Source: an optimization exercise on an open RTL-to-GDS flow (aim: small area). Production flows keep margins and buffers that such runs may drop.
RTL that was checked went through simulation tests only; none was proved equivalent to the original.
Power is estimated from default activity; no workload was simulated.

==> flow/design.v (excerpt) <==
module oac_core (
    input  wire        clk,
    input  wire        rst,           
    output wire        mem_req,
    output wire        mem_we,
    output wire [6:0]  mem_addr,
    output wire [31:0] mem_wdata,
    input  wire        mem_ack,
    input  wire [31:0] mem_rdata,
    output wire        halted,
    output wire        faulted,
    output wire [1:0]  fault_kind,
    output wire [31:0] fault_value,
    output wire [31:0] pc_out,
    output wire [31:0] x0_out,
    output wire [31:0] x1_out,
    output wire [31:0] x2_out,
    output wire [31:0] x3_out,
    output wire [1:0]  flags_out,
    output wire [31:0] stk_top_out
);
Size in the first run: roughly 820 cells after synthesis, roughly 200 flip-flops.
Settings: LEC_CHECK=0, CAP_MARGIN=20, CORE_MARGIN=2, CORE_UTILIZATION=65, SLEW_MARGIN=20; clock period 10.0 ns.
standard.sh (not shown) runs the stock make flow with config.mk's settings and CLKGATE_MAP_FILE= SYNTH_SCRIPT=/design/flow/synth_recipe.tcl, a recipe that flattens the netlist after the stock synthesis.
==> flow/flow/run.sh <==
#!/bin/bash
set -euo pipefail
export BUFFER_PORTS_ARGS="-buffer_cell sky130_fd_sc_hd__buf_1"
export CTS_ARGS="-sink_clustering_enable -repair_clock_nets -buf_list {sky130_fd_sc_hd__clkbuf_8} -dont_use_dummy_load"
bash standard.sh finish > standard.log 2>&1
Then changed:
==> flow/run.sh (new file) <==
#!/bin/bash
# synth_recipe.tcl (not shown) runs the flow's synth.tcl, then flattens the netlist and writes it again
# the make line also repeats each setting of config.mk as NAME=value (left out here)
make -C /OpenROAD-flow-scripts/flow DESIGN_CONFIG=/design/flow/config.mk WORK_HOME=/design/flow/orfs CLKGATE_MAP_FILE= SYNTH_SCRIPT=/design/flow/synth_recipe.tcl finish
CORE_UTILIZATION = 40   (was 65)
removed: flow/flow/run.sh
removed: flow/standard.sh
The changed run ran to the end with no violations.
Synthesized cell count is unchanged.
Count of clock-buffer cells in the layout does not change.
Setup slack got worse by 0.60 ns.
Synthesized area is unchanged.

---

Another version of the RTL of oac_core (not shown whole).
Size: about 200 flip-flops, roughly 310 I/O pins, about 9800 um2 of cells after synthesis.
Settings: LEC_CHECK=0, CAP_MARGIN=20, CORE_MARGIN=2, CORE_UTILIZATION=65, SLEW_MARGIN=20; clock period 10.0 ns.
==> flow/flow/run.sh <==
#!/bin/bash
set -euo pipefail
export BUFFER_PORTS_ARGS="-buffer_cell sky130_fd_sc_hd__buf_1"
export CTS_ARGS="-sink_clustering_enable -repair_clock_nets -buf_list {sky130_fd_sc_hd__clkbuf_8} -sink_clustering_size 12 -dont_use_dummy_load"
bash standard.sh finish > standard.log 2>&1
Edit:
Settings changed: CORE_UTILIZATION 65 to 80.
What happened: The changed run finished with timing, DRC and antenna clean. Hold slack gets better by 23 ps. Routed wire length climbs by 15%. Clock skew drops by 22 ps. Sequential share of layout area climbs by 0.31 points. Area after synthesis does not change.

---

epsilon:
Another version of the RTL of oac_core (not shown whole).
Size: ~940 cells after synthesis, roughly 310 I/O pins, about 9400 sq um of cells after synthesis.
clock: 10.0 ns
lec_check: 0
abc_area: 1
cap_margin: 20
core_margin: 2
core_utilization: 65
slew_margin: 20
==> flow/flow/run.sh <==
#!/bin/bash
set -euo pipefail
export BUFFER_PORTS_ARGS="-buffer_cell sky130_fd_sc_hd__buf_1"
export CTS_ARGS="-sink_clustering_enable -repair_clock_nets -buf_list {sky130_fd_sc_hd__clkbuf_8} -sink_clustering_size 12 -dont_use_dummy_load"
export RECOVER_POWER=100
bash standard.sh finish > standard.log 2>&1
| epsilon | all stages done | FAIL | max-capacitance violations, max-slew violations |
Inputs modified between epsilon and alpha:
diff --git a/flow/flow/run.sh b/flow/flow/run.sh
--- a/flow/flow/run.sh
+++ b/flow/flow/run.sh
@@ -2,0 +3,5 @@
+here=$(pwd)
+{
+  echo "proc abc {args} { set i [lsearch \$args -script]; if {\$i >= 0} { lset args [expr {\$i+1}] $here/flow/area.abc }; yosys abc {*}\$args }"
+  cat synth_recipe.tcl
+} > flow/area_synth.tcl
@@ -5,2 +10 @@
-export RECOVER_POWER=100
-bash standard.sh finish > standard.log 2>&1
+bash standard.sh SYNTH_SCRIPT=$here/flow/area_synth.tcl finish > standard.log 2>&1
==> flow/flow/area.abc (new file) <==
strash
dch -f
amap
topo
==> flow/flow/area_synth.tcl (new file) <==
proc abc {args} { set i [lsearch $args -script]; if {$i >= 0} { lset args [expr {$i+1}] /design/flow/flow/area.abc }; yosys abc {*}$args }
proc synth {args} { yosys synth -nofsm -noshare {*}$args }
source $::env(SCRIPTS_DIR)/synth.tcl
# left out here: clear keep_hierarchy, flatten, clean up, hide names made inside functions, write 1_2_yosys.v
alpha completed every stage of the flow, and the final layout passed the timing, DRC and antenna checks. Going from epsilon to alpha, utilization after layout has increased; met1 layer usage reported by global route higher; met2 track demand over resource saw an increase; portion of the layout cell area used by clock cells saw little to no change. Changes observed in alpha relative to epsilon: maximum achievable frequency +53 MHz, inverter count -43, clock power ~0 delta.
No run of this note included a check of the RTL's function; only the layout flow was run.

afterwards: timing with drivers on the ports:
The flow's constraints put no driver on any port. The routed layouts listed below were extracted and timed again, unchanged, in two steps. Step 1 (the two cells are an assumption about what drives the block):
set clk [get_ports {clk}]
set_driving_cell -lib_cell sky130_fd_sc_hd__clkbuf_16 $clk
set_driving_cell -lib_cell sky130_fd_sc_hd__buf_2 [delete_from_list [all_inputs] $clk]
Step 2, shift: input delay + t, output delay - t, t = (earliest + latest rising clock arrival at the registers) / 2. This alone moves slack from input paths to output paths. a / b / c = no drivers / after step 1 / after step 2; a / b = the first two.
run | t, ns | setup WS [ns] | worst slew at a driven data input, ns
the first run of note 1 | 0.493 | 4.964 / 4.928 / 5.058 | 0.04
the second run of note 1 | 0.482 | 4.360 / 4.336 / 4.336 | 0.04
the first run of note 2 | 0.484 | 4.743 / 4.705 / 5.054 | 0.04
the second run of note 2 | 0.518 | 4.476 / 4.436 / 4.954 | 0.05
epsilon | 0.499 | 3.020 / 3.025 / 2.525 | 0.04
alpha | 0.480 | 4.893 / 4.903 / 4.423 | 0.05
For epsilon, which loses most, drivers alone change the setup slack by +0.005 ns; drivers and shift together by -0.495 ns.
